This design comes from an exercise in tuning for small area and a short achievable clock period on the open sky130 flow, not from production work.
In this exercise RTL edits were held to simulation tests only and were not proved equivalent to the original.

===== flow/run.sh =====
#!/bin/bash
# synth_recipe.tcl (not shown) runs the flow's synth.tcl, then flattens the netlist and writes it again
# the make line also repeats each setting of config.mk as NAME=value (left out here)
make -C /OpenROAD-flow-scripts/flow DESIGN_CONFIG=/design/flow/config.mk WORK_HOME=/design/flow/orfs CLKGATE_MAP_FILE= SYNTH_SCRIPT=/design/flow/synth_recipe.tcl finish

===== flow/design.v =====
module neoclock_core (
    input  wire        clk,
    input  wire        rst,
    input  wire [1:0]  h_req,
    input  wire [3:0]  h_addr,
    input  wire [31:0] h_wdata,
    output reg  [31:0] h_rdata,
    input  wire        tick_i,
    output wire        led_o
);
    localparam [1:0] PH_IDLE = 2'd0, PH_WAIT = 2'd1, PH_BIT = 2'd2, PH_LATCH = 2'd3;
    localparam integer KS = 4;    
    reg [31:0] arg_q;
    reg [23:0] result_q;        
    reg [31:0] rawticks_q;
    reg [31:0] calib_q;
    reg [5:0]  offset_q;
    reg        done_q;
    reg        rej_q;
    reg [1:0]  rejcode_q;
    reg        tickpend_q;
    reg [1:0]  tx_phase_q;
    reg [5:0]  tx_pix_q;        
    reg [4:0]  tx_bit_q;        
    reg [9:0]  cnt_q;           
    reg [31:0] ms_rem_q;        
    reg [KS-1:0] ms_qhi_q;      
    reg        ms_sat_q;        
    wire busy = (tx_phase_q != PH_IDLE);
    wire        wr     = (h_req == 2'd2);
    wire        cmd_wr = wr && (h_addr == 4'd0);
    wire        arg_wr = wr && (h_addr == 4'd1);
    wire        raw_wr = wr && (h_addr == 4'd7);
    wire        cal_wr = wr && (h_addr == 4'd8);
    wire [3:0]  op     = h_wdata[31:28];
    wire [15:0] idx    = h_wdata[15:0];
    wire z27_16 = (h_wdata[27:16] == 12'd0);
    wire z15_1  = (h_wdata[15:1] == 15'd0);
    wire idx_big = (idx[15:6] != 10'd0) || (idx[5:2] == 4'hF);
    reg illegal;
    reg arg_bad;
    always @(*) begin
        illegal = 1'b0;
        arg_bad = 1'b0;
        case (op)
            4'h0, 4'h1, 4'h2: illegal = !(z27_16 && z15_1 && !h_wdata[0]);
            4'h3, 4'h4:       illegal = !z27_16;
            4'h5, 4'h6: begin
                illegal = !z27_16;
                arg_bad = idx_big;
            end
            4'h9:             illegal = !(z27_16 && z15_1);
            default:          illegal = 1'b1;
        endcase
    end
    wire accept  = cmd_wr && !busy && !illegal && !arg_bad;
    wire reject  = cmd_wr && !accept;
    wire [1:0] rej_code = busy ? 2'd1 : (illegal ? 2'd2 : 2'd3);
    wire do_tx     = accept && (op == 4'h1);
    wire do_clear  = accept && (op == 4'h2);
    wire do_pset   = accept && (op == 4'h3);
    wire do_padd   = accept && (op == 4'h4);
    wire do_pget   = accept && (op == 4'h5);
    wire do_setoff = accept && (op == 4'h6);
    wire do_recal1 = accept && (op == 4'h9) && h_wdata[0];
    function [3:0] red15(input [4:0] v);    
        red15 = (v >= 5'd15) ? v - 5'd15 : v[3:0];
    endfunction
    wire [5:0] nsum  = idx[3:0] + idx[7:4] + idx[11:8] + idx[15:12];    
    wire [4:0] nsum2 = nsum[5:4] + nsum[3:0];                           
    wire [3:0] i15   = red15(nsum2);
    wire [4:0] osum  = offset_q[5:4] + offset_q[3:0];                   
    wire [3:0] o15   = red15(osum);
    wire [3:0] b15   = red15(i15 + o15);                                
    wire [1:0] a4    = idx[1:0] + offset_q[1:0];                        
    wire [3:0] d15   = red15(b15 + 5'd15 - a4);                         
    wire [3:0] k15   = {d15[1:0], d15[3:2]};                            
    wire [5:0] phys  = {k15, a4};
    wire [1439:0] fb_q;    
    wire [5:0]  rd_sel = busy ? tx_pix_q : ((op == 4'h5) ? idx[5:0] : phys);
    reg         ph_q;
    wire        ph_n = !(rst || do_clear) && !ph_q;    
    always @(posedge clk) ph_q <= ph_n;
    wire [59:0]  rd_oh;
    wire [479:0] rd_w;      
    genvar g;
    generate
        for (g = 0; g < 60; g = g + 1) begin : g_oh
            assign rd_oh[g] = (rd_sel == g);
        end
        for (g = 0; g < 20; g = g + 1) begin : g_rd
            fb_sel3 u_sel (.d0(fb_q[72*g +: 24]), .d1(fb_q[72*g + 24 +: 24]), .d2(fb_q[72*g + 48 +: 24]),
                           .s(rd_oh[3*g +: 3]), .y(rd_w[24*g +: 24]));
        end
    endgenerate
    reg  [23:0] rd_raw;
    integer ip;
    always @(*) begin
        rd_raw = 24'hFFFFFF;
        for (ip = 0; ip < 20; ip = ip + 1)
            rd_raw = rd_raw & rd_w[24*ip +: 24];
        rd_raw = ~rd_raw;
    end
    wire [23:0] rd_pix = rd_raw ^ {24{ph_q}};
    function [7:0] sat_add8(input [7:0] a, input [7:0] b);
        reg [8:0] s;
        begin
            s = {1'b0, a} + {1'b0, b};
            sat_add8 = s[8] ? 8'hFF : s[7:0];
        end
    endfunction
    wire [23:0] padd_pix = {sat_add8(rd_pix[23:16], arg_q[23:16]),
                            sat_add8(rd_pix[15:8],  arg_q[15:8]),
                            sat_add8(rd_pix[7:0],   arg_q[7:0])};
    wire [23:0] new_pix  = do_pset ? arg_q[23:0] : padd_pix;
    wire        pix_we   = do_pset || do_padd;
    wire        clr_all  = rst || do_clear;
    wire [23:0] lane_x   = ~(new_pix ^ {24{ph_n}});
    genvar p;
    generate
        for (p = 0; p < 60; p = p + 1) begin : g_pix
            wire sel = pix_we && (phys == p);
            fb_row u_row (.clk(clk), .e(clr_all || sel), .k(!sel), .x(lane_x),
                          .q(fb_q[24*p +: 24]));
        end
    endgenerate
    reg frame_bit;
    always @(*) begin
        case (tx_bit_q[4:3])
            2'd0:    frame_bit = rd_pix[15 - tx_bit_q[2:0]];
            2'd1:    frame_bit = rd_pix[23 - tx_bit_q[2:0]];
            default: frame_bit = rd_pix[7 - tx_bit_q[2:0]];
        endcase
    end
    reg bitval_q;
    always @(posedge clk) bitval_q <= frame_bit;
    wire in_bit = (tx_phase_q == PH_BIT);
    assign led_o = in_bit && ((cnt_q < 10'd7) || (bitval_q && (cnt_q < 10'd15)));
    wire       cnt_sat  = (cnt_q == 10'd1000);
    wire [9:0] cnt_inc  = cnt_q + 1'b1;
    wire [9:0] low_next = cnt_sat ? 10'd1000 : cnt_inc;
    wire       latch_ok = (cnt_q >= 10'd999);
    wire       bit_last = (cnt_q == 10'd23);
    wire       lat_last = (cnt_q == 10'd999);
    always @(posedge clk) begin
        if (rst) begin
            tx_phase_q <= PH_IDLE;
            tx_pix_q   <= 6'd0;
            tx_bit_q   <= 5'd0;
            cnt_q      <= 10'd0;
        end else begin
            case (tx_phase_q)
                PH_IDLE, PH_WAIT: begin
                    if (do_tx || tx_phase_q == PH_WAIT) begin
                        tx_pix_q <= 6'd0;
                        tx_bit_q <= 5'd0;
                        if (latch_ok) begin
                            tx_phase_q <= PH_BIT;
                            cnt_q      <= 10'd0;
                        end else begin
                            tx_phase_q <= PH_WAIT;
                            cnt_q      <= low_next;
                        end
                    end else begin
                        cnt_q <= low_next;
                    end
                end
                PH_BIT: begin
                    if (!bit_last) begin
                        cnt_q <= cnt_inc;
                    end else begin
                        cnt_q <= 10'd0;
                        if (tx_bit_q != 5'd23) begin
                            tx_bit_q <= tx_bit_q + 1'b1;
                        end else begin
                            tx_bit_q <= 5'd0;
                            if (tx_pix_q != 6'd59)
                                tx_pix_q <= tx_pix_q + 1'b1;
                            else
                                tx_phase_q <= PH_LATCH;
                        end
                    end
                end
                PH_LATCH: begin
                    if (!lat_last) begin
                        cnt_q <= cnt_inc;
                    end else begin
                        tx_phase_q <= PH_IDLE;
                        cnt_q      <= 10'd1000;
                    end
                end
            endcase
        end
    end
    wire [1:0]  counted   = busy ? 2'd0 : ({1'b0, tickpend_q} + {1'b0, tick_i});
    wire [31:0] tick_base = do_recal1 ? 32'd0 : (raw_wr ? h_wdata : rawticks_q);
    wire [32:0] tick_sum  = {1'b0, tick_base} + {31'd0, counted};
    wire [31:0] raw_next  = tick_sum[32] ? 32'hFFFFFFFF : tick_sum[31:0];
    wire [32:0] cal_c;
    wire [32:0] cal_sum;
    assign cal_c[0] = 1'b0;
    genvar gc;
    generate
        for (gc = 0; gc < 32; gc = gc + 1) begin : g_cal
            assign cal_sum[gc]   = rawticks_q[gc] ^ calib_q[gc] ^ cal_c[gc];
            assign cal_c[gc + 1] = (rawticks_q[gc] & calib_q[gc]) | (cal_c[gc] & (rawticks_q[gc] | calib_q[gc]));
        end
    endgenerate
    assign cal_sum[32] = cal_c[32];
    wire [31:0] cal_half  = cal_sum[32:1];
    wire [31:0] cal_rc    = (cal_half == 32'd0) ? 32'd1 : cal_half;
    wire [31:0] cal_next  = do_recal1 ? cal_rc :
                            cal_wr ? ((h_wdata == 32'd0) ? 32'd1 : h_wdata) : calib_q;
    always @(posedge clk) begin
        if (rst) begin
            rawticks_q <= 32'd0;
            calib_q    <= 32'd1000;
            tickpend_q <= 1'b0;
        end else begin
            rawticks_q <= raw_next;
            calib_q    <= cal_next;
            tickpend_q <= busy && (tickpend_q || tick_i);
        end
    end
    wire [41:0] n_nx   = {raw_next, 10'd0} - {5'd0, raw_next, 5'd0} + {6'd0, raw_next, 3'd0};
    wire [32:0] sat_b;
    assign sat_b[0] = 1'b0;
    generate
        for (gc = 0; gc < 32; gc = gc + 1) begin : g_sat
            assign sat_b[gc + 1] = (~raw_next[gc] & cal_next[gc]) | (sat_b[gc] & (~raw_next[gc] | cal_next[gc]));
        end
    endgenerate
    wire        sat_nx = ~sat_b[32];
    wire [9:0]  n_lo   = rawticks_q[9:0] * 10'd1000;    
    wire [31:0] dv_r [0:10];      
    wire [9:0]  dv_q;             
    assign dv_r[0]  = n_nx[41:10];
    assign dv_r[KS] = ms_rem_q;
    genvar gi, gj;
    generate
        for (gi = 0; gi < 10; gi = gi + 1) begin : g_div
            wire [31:0] d  = (gi < KS) ? cal_next : calib_q;
            wire        nb = (gi < KS) ? n_nx[9 - gi] : n_lo[9 - gi];
            wire [32:0] t  = {dv_r[gi], nb};
            wire [31:0] s;
            wire        bo;               
            if (gi == KS - 1 || gi == KS) begin : g_rc
                wire [32:0] b;
                assign b[0] = 1'b0;
                for (gj = 0; gj < 32; gj = gj + 1) begin : g_bit
                    assign s[gj]     = t[gj] ^ d[gj] ^ b[gj];
                    assign b[gj + 1] = (~t[gj] & d[gj]) | (b[gj] & (~t[gj] | d[gj]));
                end
                assign bo = b[32] & ~t[32];
            end else begin : g_ks
                wire [32:0] df = t - {1'b0, d};
                assign s  = df[31:0];
                assign bo = df[32];
            end
            assign dv_q[9 - gi] = ~bo;
            if (gi != KS - 1 && gi != 9) begin : g_nx
                assign dv_r[gi + 1] = bo ? t[31:0] : s;
            end
        end
    endgenerate
    wire [31:0] r_a = g_div[KS - 1].bo ? g_div[KS - 1].t[31:0] : g_div[KS - 1].s;
    wire [KS-1:0] q_a = dv_q[9 -: KS];
    always @(posedge clk) begin
        if (rst) begin
            ms_rem_q <= 32'd0;
            ms_qhi_q <= {KS{1'b0}};
            ms_sat_q <= 1'b0;
        end else begin
            ms_rem_q <= r_a;
            ms_qhi_q <= q_a;
            ms_sat_q <= sat_nx;
        end
    end
    wire [9-KS:0] q_b = dv_q[9-KS:0];
    wire [9:0] elapsed = ms_sat_q ? 10'd1000 : {ms_qhi_q, q_b};
    always @(posedge clk) begin
        if (rst) begin
            arg_q     <= 32'd0;
            result_q  <= 24'd0;
            offset_q  <= 6'd0;
            done_q    <= 1'b0;
            rej_q     <= 1'b0;
            rejcode_q <= 2'd0;
        end else begin
            if (arg_wr)
                arg_q <= h_wdata;
            if (reject) begin
                rej_q     <= 1'b1;
                rejcode_q <= rej_code;
            end
            if (accept) begin
                rej_q     <= 1'b0;
                rejcode_q <= 2'd0;
                done_q    <= !do_tx;
            end
            if (busy && tx_phase_q == PH_LATCH && lat_last)
                done_q <= 1'b1;
            if (do_pget)
                result_q <= rd_pix;
            if (do_setoff)
                offset_q <= idx[5:0];
        end
    end
    wire [31:0] status = {22'd0, rejcode_q, rej_q, tickpend_q, 3'b000, done_q, busy, busy};
    always @(*) begin
        h_rdata = 32'd0;
        if (h_req == 2'd1) begin
            case (h_addr)
                4'd1:  h_rdata = arg_q;
                4'd2:  h_rdata = status;
                4'd3:  h_rdata = {8'd0, result_q};
                4'd6:  h_rdata = {22'd0, elapsed};
                4'd7:  h_rdata = rawticks_q;
                4'd8:  h_rdata = calib_q;
                4'd9:  h_rdata = {26'd0, offset_q};
                4'd10: h_rdata = 32'd60;
                default: h_rdata = 32'd0;
            endcase
        end
    end
endmodule
module fb_row (
    input  wire        clk,
    input  wire        e,
    input  wire        k,
    input  wire [23:0] x,
    output reg  [23:0] q
);
    always @(posedge clk)
        q <= ~((q | {24{e}}) & ({24{k}} | x));
endmodule
module fb_sel3 (
    input  wire [23:0] d0,
    input  wire [23:0] d1,
    input  wire [23:0] d2,
    input  wire [2:0]  s,
    output wire [23:0] y
);
    assign y = ~((d0 & {24{s[0]}}) | (d1 & {24{s[1]}}) | (d2 & {24{s[2]}}));
endmodule

===== flow/constraint.sdc =====
create_clock -name core_clock -period 200.0 [get_ports {clk}]
set_input_delay 40.0000 -clock core_clock [delete_from_list [all_inputs] [get_ports {clk}]]
set_output_delay 40.0000 -clock core_clock [all_outputs]
set_load 0.01 [all_outputs]

===== flow/config.mk =====
export PLATFORM = sky130hd
export DESIGN_NAME = neoclock_core
export DESIGN_NICKNAME = neoclock_core
export VERILOG_FILES = /design/flow/design.v
export SDC_FILE = /design/flow/constraint.sdc
export NUM_CORES = 4
export LEC_CHECK = 0
export CAP_MARGIN = 20
export CELL_PAD_IN_SITES_DETAIL_PLACEMENT = 1
export CELL_PAD_IN_SITES_GLOBAL_PLACEMENT = 2
export CORE_MARGIN = 2
export CORE_UTILIZATION = 50
export CTS_BUF_LIST = sky130_fd_sc_hd__clkbuf_4 sky130_fd_sc_hd__clkbuf_8
export CTS_CLUSTER_DIAMETER = 60
export CTS_CLUSTER_SIZE = 12
export PLACE_DENSITY = 0.6
export SLEW_MARGIN = 20
export SYNTH_HIERARCHICAL = 1
export SYNTH_MINIMUM_KEEP_SIZE = 0

==> results.txt <==
status no timing/DRC/antenna violations; r2r setup slk 153.77 ns; slowest cell delay on critical path 0.85 ns; final WL 335000 um; WHS Endpoint g_pix[46].u_row.q[22]; Final setup viols 0; RSZ-0062 raised after global routing false; top cells by area, synth dfxtp_1, o22ai_1, a222oi_1, ha_1, fa_1; reg2reg end ms_rem_q[18]; slack of the critical path 116.60 ns; CTS clk-pin slew, worst paths 0.07 ns; Post-Place Setup Slack 116.65 ns; Critical Path Start Type input port; hold-fix buffers at CTS 0; Placed Cells 10300; worst reg-to-reg path cell count 137; Tmin final 83.40 ns; Root Driver clkbuf_8; clk buf depth 3; Hold Path Cell Cnt 1; post-synth cell types 101; layout cells sized above 1 0.0864; TritonCTS clock tree built; cell taking the most area after synthesis dfxtp_1; worst clock skew 0.0697 ns; Max Slew Vio Count 0; WS Path Type input port to output port; total track usage 0.397; WHS 0.445 ns; CP startpoint h_addr[1]; initial antenna violation count 9; fmax 0.0120 GHz; via count 74500; commonest non-fill, non-tap cell in the layout dfxtp_1; latest clock arrival within the worst-skew pair 0.97 ns; drt drc 0; crit path DAT 43.40 ns; mapped cell area 0.0803 mm^2; Slowest cell on crit path or3b_2; Worst EP required 160.00 ns; most frequent cells in the layout dfxtp_1, o22ai_1, nand2_1; # nets final 8924; post-route insts no fill 10500; FF+latch count, synth 1633; Top FF cell, synth dfxtp_1; worst min-delay path class flip-flop to flip-flop; CTS sink count 1633; RD Place Congestion 0.963; Avg WL per Cell 31.8 um; io pins 74; Post-synth EDFFs 0; synthesized instance count 8441; Die Span Y 405 um; CP endpoint kind output port; worst slew pin tran 1.31 ns; worst r2r src calib_q[1]; die area 0.164 mm^2; CP cell instances clkdlybuf4s50_1 > nand2b_1 > a21oi_1 > a21oi_1 > or3b_2 > nand2b_1 > and3b_1 > mux2i_1 > o21ai_0 > clkdlybuf4s50_1; die width 405 um; area growth from synthesis to layout 5.72%; top-area cell type share of the netlist area 0.407; crit path max fanout 33; hold violation count in the final report 0; YS warnings 8; vias in the first global route 74200; first-pass GRT wire length 491000 um; vias per cell 7.08; Synthesized Nets 8974; share of flip-flops with an asynchronous set or reset 0; Post-CTS Setup Inserts 0; Max-cap violations 0; number of H-tree levels 4; core area 0.160 mm^2; Slew headroom 0.119; DRT antenna net count 0; sequential cell area fraction in the yosys report 0.407; fin crit share 0.417; total negative slack 0 ns; grt ovf 0; DP HPWL 235000 um; Rows 147; Initial Util 0.502; Mean Syn Cell Area 9.52 um^2; Pre-antenna DRT Iters 11; CTS resizes 0; Num CTS Buffers 168; largest net degree at the start of global routing 61; number of DRC markers in iteration 0 8127; Worst Min Path Start g_pix[46].u_row.q[22]; filler instances 18000; Port-buffer cells 73
## modules after synthesis, one instance, submodules excluded
module,cells,copies in the design
neoclock_core,4721,1
fb_row,52,60
fb_sel3,30,20
## registers in the layout (all words and copies together) (netlist names)
name / cells
offset_q: 6
bitval_q: 1
arg_q: 32
tx_bit_q: 5
calib_q: 32
g_pix.u_row.q: 1440
tx_phase_q: 2
tickpend_q: 1
rej_q: 1
result_q: 24
ms_sat_q: 1
ms_rem_q: 32
ph_q: 1
rawticks_q: 32
done_q: 1
ms_qhi_q: 4
rejcode_q: 2
cnt_q: 10
tx_pix_q: 6
## metrics by stage
step	instance area [um^2]	utilization
6_report	84900	0.531
5_1_grt	84900	0.531
4_1_cts	84900	0.531
3_5_place_dp	82100	0.513
3_3_place_gp	82100	0.513
2_1_floorplan	80300	-
## worst max-delay path, delay by kind of cell
family | cells | cell delay, ns
compound gates | 3 | 0.37
buf+inv | 2 | 1.26
mux | 1 | 0.06
simple gates | 4 | 1.70
## per-layer routing
metal	GRT usage	part of all wire	up-vias
li1	-	-	32600
met1	0.481	0.38	37600
met2	0.637	0.46	3355
met3	0.0688	0.075	902
met4	0.286	0.082	6
met5	0	0.00010	-
## logic make-up after synthesis
group,count (synthesis),share of synthesized area
XOR/XNOR,338,0.0371
multiplexers,216,0.0303
adder cells (fa/ha/maj),502,0.0910
flip-flops,1633,0.407
AND/OR/NAND/NOR,1858,0.108
AO/OA/AOI/OAI,3100,0.264
buffers and inverters,794,0.0627
## cell usage after synthesis (23+ instances only)
library cell / instances
a22oi_1: 53
nand4_1: 146
nand3_1: 130
and3_1: 45
o31ai_1: 23
o21ai_0: 238
nor4_1: 24
a222oi_1: 482
buf_4: 127
clkbuf_1: 140
xnor2_1: 202
o211ai_1: 32
nand2_1: 618
a21o_1: 66
ha_1: 352
o21a_1: 46
mux2_2: 121
buf_6: 201
buf_2: 60
o21bai_1: 26
inv_1: 244
a31oi_1: 48
and2_1: 24
fa_1: 140
nand2b_1: 60
nor2b_1: 46
or3_1: 60
a21oi_1: 403
a211oi_1: 44
nor2_1: 486
mux2i_1: 85
o22ai_1: 1472
xor2_1: 134
nor3_1: 126
or2_2: 26
dfxtp_1: 1633
## worst max-delay path by stage
stage,depth (start not counted),end
2_1_floorplan,9,h_rdata[21]
3_3_place_gp,10,h_rdata[0]
3_5_place_dp,10,h_rdata[0]
4_1_cts,10,h_rdata[0]
5_1_grt,10,h_rdata[0]
6_report,10,h_rdata[0]
## layout make-up
type                    instances  area (um^2)  area share
flip-flops and latches       1633        32700       0.385
well taps                    2086         2610      0.0307
clock inverters                36          409     0.00482
inverters                     249          935      0.0110
repair buffers                325         2620      0.0309
multi-input cells            6014        43200       0.509
diodes                          4         10.0    0.000118
clock buffers                 179         2440      0.0287

[static timing again, ports no longer ideal]
The flow's constraints put no driver on any port. The routed layout listed below was extracted and timed again, unchanged, in two steps.
Step 1, drivers: a clkbuf_16 drives clk and a buf_2 each remaining input, both assumed.
Step 2 times the ports against the registers' clock, not the clock port: input delays grow and output delays shrink by t, the midpoint of the rising clock arrivals with the driver on.
Three values: ideal, step 1, step 2; two values: the first two.
shift t [ns]: 1.020
setup WS [ns]: 116.598 / 116.574 / 116.574
hold WS [ns]: 0.445 / 0.445 / 0.445
cell pins on the clock port's net: 1
After both steps this run still meets setup and hold. For this run, drivers alone change the setup slack by -0.024 ns; drivers and shift together by -0.024 ns.
